Background: an optimization exercise with open tools, aiming at a short achievable clock period and few clock cycles. Do not read the settings as production practice. Function was checked by simulation only, so behaviour that the tests miss may differ from the original. Power figures rest on the tool's default switching activity, not on a simulated workload.

===== config.mk =====
export PLATFORM = sky130hd
export DESIGN_NAME = rdt3_frame_decoder
export DESIGN_NICKNAME = rdt3_frame_decoder
export VERILOG_FILES = /design/flow/design.v
export SDC_FILE = /design/flow/constraint.sdc
export NUM_CORES = 4
export LEC_CHECK = 0
export CAP_MARGIN = 20
export CORE_MARGIN = 2
export CORE_UTILIZATION = 40
export SLEW_MARGIN = 20

===== design.v =====
module rdt3_frame_decoder (
    input  wire        clk,
    input  wire        rst,
    input  wire        in_valid,
    output wire        in_ready,
    input  wire [31:0] in_data,
    input  wire [2:0]  in_nbytes,    
    input  wire        in_last,
    output reg         out_valid,
    input  wire        out_ready,
    output reg  [31:0] out_seq,
    output reg  [31:0] out_ack,
    output reg         out_is_ack,
    output reg  [31:0] out_digest,
    output reg  [31:0] out_crc,
    output reg         out_corrupt,
    output reg         out_malformed,
    output reg  [15:0] out_len,
    output reg  [15:0] out_poff,
    output reg  [15:0] out_plen
);
    localparam [7:0] CH_PIPE  = 8'h7C;
    localparam [7:0] CH_MINUS = 8'h2D;
    reg [31:0] buf_data;
    reg [2:0]  buf_n;
    reg        buf_last;
    reg        buf_valid;
    reg [1:0]  idx;           
    reg        fin;           
    wire       have_byte  = buf_valid && (idx < buf_n);
    wire       last_byte  = have_byte && ({1'b0, idx} == buf_n - 3'd1);
    wire       empty_beat = buf_valid && (buf_n == 3'd0);
    wire [7:0] cur        = buf_data[8*idx +: 8];
    assign in_ready = !fin && (!buf_valid || (last_byte && !buf_last));
    reg [2:0]  npipes;        
    reg [15:0] pos;           
    reg [15:0] poff;          
    reg [31:0] crc;           
    reg        hdr_bad;       
    reg [31:0] seq_v, ack_v, dig_v;
    reg        flag_v;
    reg [33:0] acc;           
    reg [3:0]  ndig;          
    reg        neg;           
    reg        fbad;          
    reg        fstart;        
    wire is_digit = (cur >= 8'h30) && (cur <= 8'h39);
    wire [3:0] dval = cur[3:0];
    wire        int_ok  = !fbad && (ndig >= 4'd1) && (ndig <= 4'd10) &&
                          (neg ? (acc <= 34'd2147483648) : (acc <= 34'd2147483647));
    wire [31:0] int_val = neg ? (32'd0 - acc[31:0]) : acc[31:0];
    wire        flag_ok = !fbad && !neg && (ndig == 4'd1) && (acc <= 34'd1);
    wire        dig_ok  = !fbad && !neg && (ndig >= 4'd1) && (ndig <= 4'd10) &&
                          (acc <= 34'd4294967295);
    function [31:0] crc_byte;
        input [31:0] c;
        input [7:0]  b;
        integer k;
        reg [31:0] t;
        begin
            t = c ^ {24'd0, b};
            for (k = 0; k < 8; k = k + 1)
                t = t[0] ? ((t >> 1) ^ 32'hEDB88320) : (t >> 1);
            crc_byte = t;
        end
    endfunction
    wire [31:0] crc_fin = ~crc;
    wire        malformed = (npipes != 3'd4) || hdr_bad;
    always @(posedge clk) begin
        if (rst) begin
            buf_valid <= 1'b0;
            buf_data  <= 32'd0;
            buf_n     <= 3'd0;
            buf_last  <= 1'b0;
            idx       <= 2'd0;
            fin       <= 1'b0;
            npipes    <= 3'd0;
            pos       <= 16'd0;
            poff      <= 16'd0;
            crc       <= 32'hFFFFFFFF;
            hdr_bad   <= 1'b0;
            seq_v     <= 32'd0;
            ack_v     <= 32'd0;
            dig_v     <= 32'd0;
            flag_v    <= 1'b0;
            acc       <= 34'd0;
            ndig      <= 4'd0;
            neg       <= 1'b0;
            fbad      <= 1'b0;
            fstart    <= 1'b1;
            out_valid <= 1'b0;
            out_seq       <= 32'd0;
            out_ack       <= 32'd0;
            out_is_ack    <= 1'b0;
            out_digest    <= 32'd0;
            out_crc       <= 32'd0;
            out_corrupt   <= 1'b0;
            out_malformed <= 1'b0;
            out_len       <= 16'd0;
            out_poff      <= 16'd0;
            out_plen      <= 16'd0;
        end else begin
            if (out_valid && out_ready)
                out_valid <= 1'b0;
            if (in_valid && in_ready) begin
                buf_valid <= 1'b1;
                buf_data  <= in_data;
                buf_n     <= in_nbytes;
                buf_last  <= in_last;
                idx       <= 2'd0;
            end else if (empty_beat) begin
                buf_valid <= 1'b0;
                fin       <= 1'b1;
            end else if (have_byte) begin
                idx <= idx + 2'd1;
                if (last_byte) begin
                    buf_valid <= 1'b0;
                    if (buf_last)
                        fin <= 1'b1;
                end
            end
            if (have_byte) begin
                pos <= pos + 16'd1;
                if (npipes == 3'd4) begin
                    crc <= crc_byte(crc, cur);
                end else if (cur == CH_PIPE) begin
                    case (npipes)
                        3'd0: begin seq_v  <= int_val;  if (!int_ok)  hdr_bad <= 1'b1; end
                        3'd1: begin ack_v  <= int_val;  if (!int_ok)  hdr_bad <= 1'b1; end
                        3'd2: begin flag_v <= acc[0];   if (!flag_ok) hdr_bad <= 1'b1; end
                        default: begin dig_v <= acc[31:0]; if (!dig_ok) hdr_bad <= 1'b1; end
                    endcase
                    npipes <= npipes + 3'd1;
                    if (npipes == 3'd3)
                        poff <= pos + 16'd1;
                    acc    <= 34'd0;
                    ndig   <= 4'd0;
                    neg    <= 1'b0;
                    fbad   <= 1'b0;
                    fstart <= 1'b1;
                end else begin
                    fstart <= 1'b0;
                    if (is_digit) begin
                        if (ndig <= 4'd9) begin
                            acc  <= acc * 34'd10 + {30'd0, dval};
                            ndig <= ndig + 4'd1;
                        end else begin
                            ndig <= 4'd11;
                        end
                    end else if (cur == CH_MINUS && fstart) begin
                        neg <= 1'b1;
                    end else begin
                        fbad <= 1'b1;
                    end
                end
            end
            if (fin && (!out_valid || out_ready)) begin
                fin           <= 1'b0;
                out_valid     <= 1'b1;
                out_len       <= pos;
                out_malformed <= malformed;
                if (malformed) begin
                    out_seq     <= 32'hFFFFFFFF;
                    out_ack     <= 32'hFFFFFFFF;
                    out_is_ack  <= 1'b0;
                    out_digest  <= 32'd0;
                    out_crc     <= 32'd0;
                    out_corrupt <= 1'b1;
                    out_poff    <= 16'd0;
                    out_plen    <= 16'd0;
                end else begin
                    out_seq     <= seq_v;
                    out_ack     <= ack_v;
                    out_is_ack  <= flag_v;
                    out_digest  <= dig_v;
                    out_crc     <= crc_fin;
                    out_corrupt <= (crc_fin != dig_v);
                    out_poff    <= poff;
                    out_plen    <= pos - poff;
                end
                npipes  <= 3'd0;
                pos     <= 16'd0;
                poff    <= 16'd0;
                crc     <= 32'hFFFFFFFF;
                hdr_bad <= 1'b0;
                acc     <= 34'd0;
                ndig    <= 4'd0;
                neg     <= 1'b0;
                fbad    <= 1'b0;
                fstart  <= 1'b1;
            end
        end
    end
endmodule

===== run.sh =====
#!/bin/bash
# synth_recipe.tcl (not shown) runs the flow's synth.tcl, then flattens the netlist and writes it again
# the make line also repeats each setting of config.mk as NAME=value (left out here)
make -C /OpenROAD-flow-scripts/flow DESIGN_CONFIG=/design/flow/config.mk WORK_HOME=/design/flow/orfs CLKGATE_MAP_FILE= SYNTH_SCRIPT=/design/flow/synth_recipe.tcl finish

===== constraint.sdc =====
create_clock -name core_clock -period 5.0 [get_ports {clk}]
set_input_delay 1.0000 -clock core_clock [delete_from_list [all_inputs] [get_ports {clk}]]
set_output_delay 1.0000 -clock core_clock [all_outputs]
set_load 0.01 [all_outputs]

==> results.toml <==
[final_layout]
final_cells = 3197
multi_input_area_sq_um = 10700
syn2layout_area_growth_pct = 21.4
layout-drive-gt1-share_pct = 6.16
diodes = 0
num-nets-final = 2634
seqCellArea_sq_um = 8530
final_cell_mix = "426 x dfxtp_1, 348 x nand2_1, 298 x nor2_1"
final_common_cell = "dfxtp_1"
fillers = 4742

[die]
core_sq_um = 49100
start_util_pct = 40.7
die-area_sq_um = 51700
die_h_um = 227
ios = 221
die_w_um = 227
rows = 81

[synth]
ys_warn_count = 1
synth_edf_count = 0
synth-xor-area-share_pct = 10.4
synth_fa_ha_area_share_pct = 6.13
synth_top_family_by_area = "simple AND/OR/NAND/NOR gates"
syn_area_sq_um = 19900
synth_cell_types = 80
synth_compound_area_share_pct = 16.5
synth_cells = 2349
ys.flop_type = "dfxtp_1"
synthSimpleGateAreaFrac_pct = 19.3
synth_area_per_cell_sq_um = 8.49
yosys-mux-area-fraction_pct = 1.15
ys_ff_latch = 426
synthArstFlopShare_pct = 0
seq_area_frac_synth_pct = 42.8
syn_nets = 2485

[sta]
max_freq_mhz = 219
min_period_over_period_pct = 91.4
worst_slew_pin_slew_ns = 0.991
setup_viol = 0
holdWs_ns = 0.449
fin_crit_ns = 4.57
setup_tns_ns = 0
slew_viol_final = 0
finalHoldViolations = 0
finalClockSkew_ns = 0.0225
slew_headroom_pct = 33.9
grt_setup_unrepaired = "no"

[routing]
dr.pass1.iters = 7
drtAntennaViolNets = 0
routed_wl_um = 57200
wire_per_inst_um = 17.9
post_drt_via_cell_ratio = 5.28
drt_iter0_markers = 1262
remaining_drc_errors = 0
vias = 16900

[setup_path]
cp_common_cell = "inv_1"
arrival_ns = 3.57
crit_path_max_fanout = 9
critical_path.slowest_cell = "or4_1"
critPathLaunch = "idx[0]"
slowest_delay_ns = 0.62
regToRegStartpoint = "acc[2]"
worstSetupPathType = "reg2out"
critical_path.cell_chain = "inv_1, ha_1, inv_1, a21oi_1, o21ai_1, or4_1, o21a_1, nor2_1, clkdlybuf4s50_1"
cp.required_ns = 4.00
worstSetupEndpointType = "output pin"
start_kind = "flip-flop"

[global_route]
grt_pass1_wl_um = 89600
grt_max_degree = 136
grt_pass1_vias = 16100
grt_usage_pct = 21.8
overflow = 0
antenna_found_initial = 0

[run_status]
status = "complete, no violations"

[pwr]
max-vdd-ir-drop_mv = 0.239
leakagePower_nw = 9.23
cellPowerDensity_nw_per_um2 = 313

[placed_design]
hpwl_um = 41700
dp_cells = 3113
portBuffers = 220
gp_congestion = 0.929

[clock_tree]
cts.sinks = 426
clk_pin_slew_ns = 0.06
postCtsResizedCells = 0
cts_tree = "yes"
cts_max_level = 2
post-cts-setup-buffers = 0
postCtsHoldBufs = 0
cts_buffer_depth = 3
clk_latency_ns = 0.58
cts-root-buf = "clkbuf_16"
cts_buffers = 46

[hold_path]
holdCritStartpoint = "out_crc[12]"
hold_path_class = "reg2reg"

[run]
cap_violations = 0
final timing paths:
check                                   end  slack (ns)  cells after the start
worst min register to register  out_crc[12]        0.45                      2
worst min-delay path            out_crc[12]        0.45                      2
worst max-delay path               in_ready        0.43                      9
worst max register to register      acc[32]        0.78                     15
routing by layer:
| layer | GRT usage, % | up-vias | wire (um) |
|---|---|---|---|
| met3 | 3.01 | 87 | 2900 |
| met4 | 5.80 | 0 | 1320 |
| met1 | 30.7 | 7934 | 27100 |
| met5 | 0 | - | 0 |
| li1 | - | 8395 | - |
| met2 | 34.9 | 472 | 25900 |
cell usage after synthesis (4+ instances only):
cell,n,area share (%)
xor2_1,99,4.3
mux4_2,8,0.90
a22o_1,36,1.6
nand2b_1,8,0.25
o31a_1,4,0.18
or4_1,7,0.26
o41ai_1,4,0.18
mux2i_1,5,0.25
a21oi_1,146,3.7
nand3_1,32,0.80
a21o_1,10,0.38
nand4_1,12,0.38
o21ai_0,99,2.5
nand2_1,349,6.6
xnor2_1,129,5.7
buf_2,11,0.28
nor3b_1,5,0.19
inv_1,51,0.96
nor3_1,84,2.1
nor4_1,15,0.47
a211oi_1,81,3.0
o21ai_1,8,0.20
and3_1,15,0.47
buf_1,7,0.13
nor2_1,302,5.7
o211ai_1,34,1.3
o21bai_1,10,0.38
or3_1,7,0.22
clkbuf_1,122,2.3
nand4b_1,4,0.18
or2_2,12,0.38
a31oi_1,8,0.25
a22oi_1,16,0.60
o21a_1,9,0.34
o31ai_1,9,0.34
ha_1,93,5.8
and2_1,6,0.19
dfxtp_1,426,43
nor2b_1,8,0.25
logic make-up (layout without fill, tap and decap cells):
family,count (synthesis),after routing
buf+inv,194,378
simple gates,883,883
xor+xnor,232,232
fa+ha+maj,96,96
compound gates,505,505
mux,13,13
flops,426,426
sequential cells by signal (all words and copies together), names as in the netlist, 4 cells and up:
signal      cells
out_crc        32
out_plen       16
dig_v          32
out_digest     32
pos            16
buf_data       32
out_seq        32
crc            32
acc            34
ndig            4
out_len        16
out_poff       16
seq_v          32
out_ack        32
poff           16
ack_v          32
power by group:
group	switching [mW]	internal (mW)	total, mW
Clock	1.41	2.07	3.49
Combinational	0.326	0.244	0.570
Sequential	0.0459	3.46	3.51
worst max-delay path, delay by kind of cell (launching register included):
family / cells / cell delay [ns]
simple gates: 2 / 0.88
buf+inv: 3 / 0.83
compound gates: 3 / 0.66
flops: 1 / 0.47
fa+ha+maj: 1 / 0.16
per-stage QoR:
step           total power [mW]  util [%]  worst slack [ns]  instance area (sq um)
6_report                   7.57      49.4             0.429                  24200
5_1_grt                    7.84      49.4             0.116                  24200
4_1_cts                    7.64      49.3             0.374                  24200
3_5_place_dp               4.15      46.2             0.889                  22700
3_3_place_gp               4.14      46.2              1.00                  22700
2_1_floorplan              3.93         -              1.40                  19900
layout make-up:
type / instances / share of cell area (%)
repair buffers: 244 / 9.96
inverters: 51 / 0.791
well taps: 664 / 3.43
clock inverters: 16 / 0.837
flip-flops and latches: 426 / 35.2
multi-input cells: 1729 / 44.2
clock buffers: 67 / 5.54

==> afterwards: timing with drivers on the ports <==
The flow's constraints put no driver on any port. The routed layout listed below was extracted and timed again, unchanged, in two steps.
Step 1, drivers: a clkbuf_16 drives clk and a buf_2 each remaining input, both assumed.
Step 2 times the ports against the registers' clock, not the clock port: input delays grow and output delays shrink by t, the midpoint of the rising clock arrivals with the driver on.
Three values: ideal ports, drivers, drivers and shift; two values: the first two.
shift t [ns]: 0.633
setup WS [ns]: 0.429 / 0.366 / 0.784
worst setup path after step 2: register to register
worst register clock-pin slew, ns: 0.07 / 0.07
After both steps setup and hold are still met in this run. For this run, drivers alone change the setup slack by -0.063 ns; drivers and shift together by +0.355 ns.
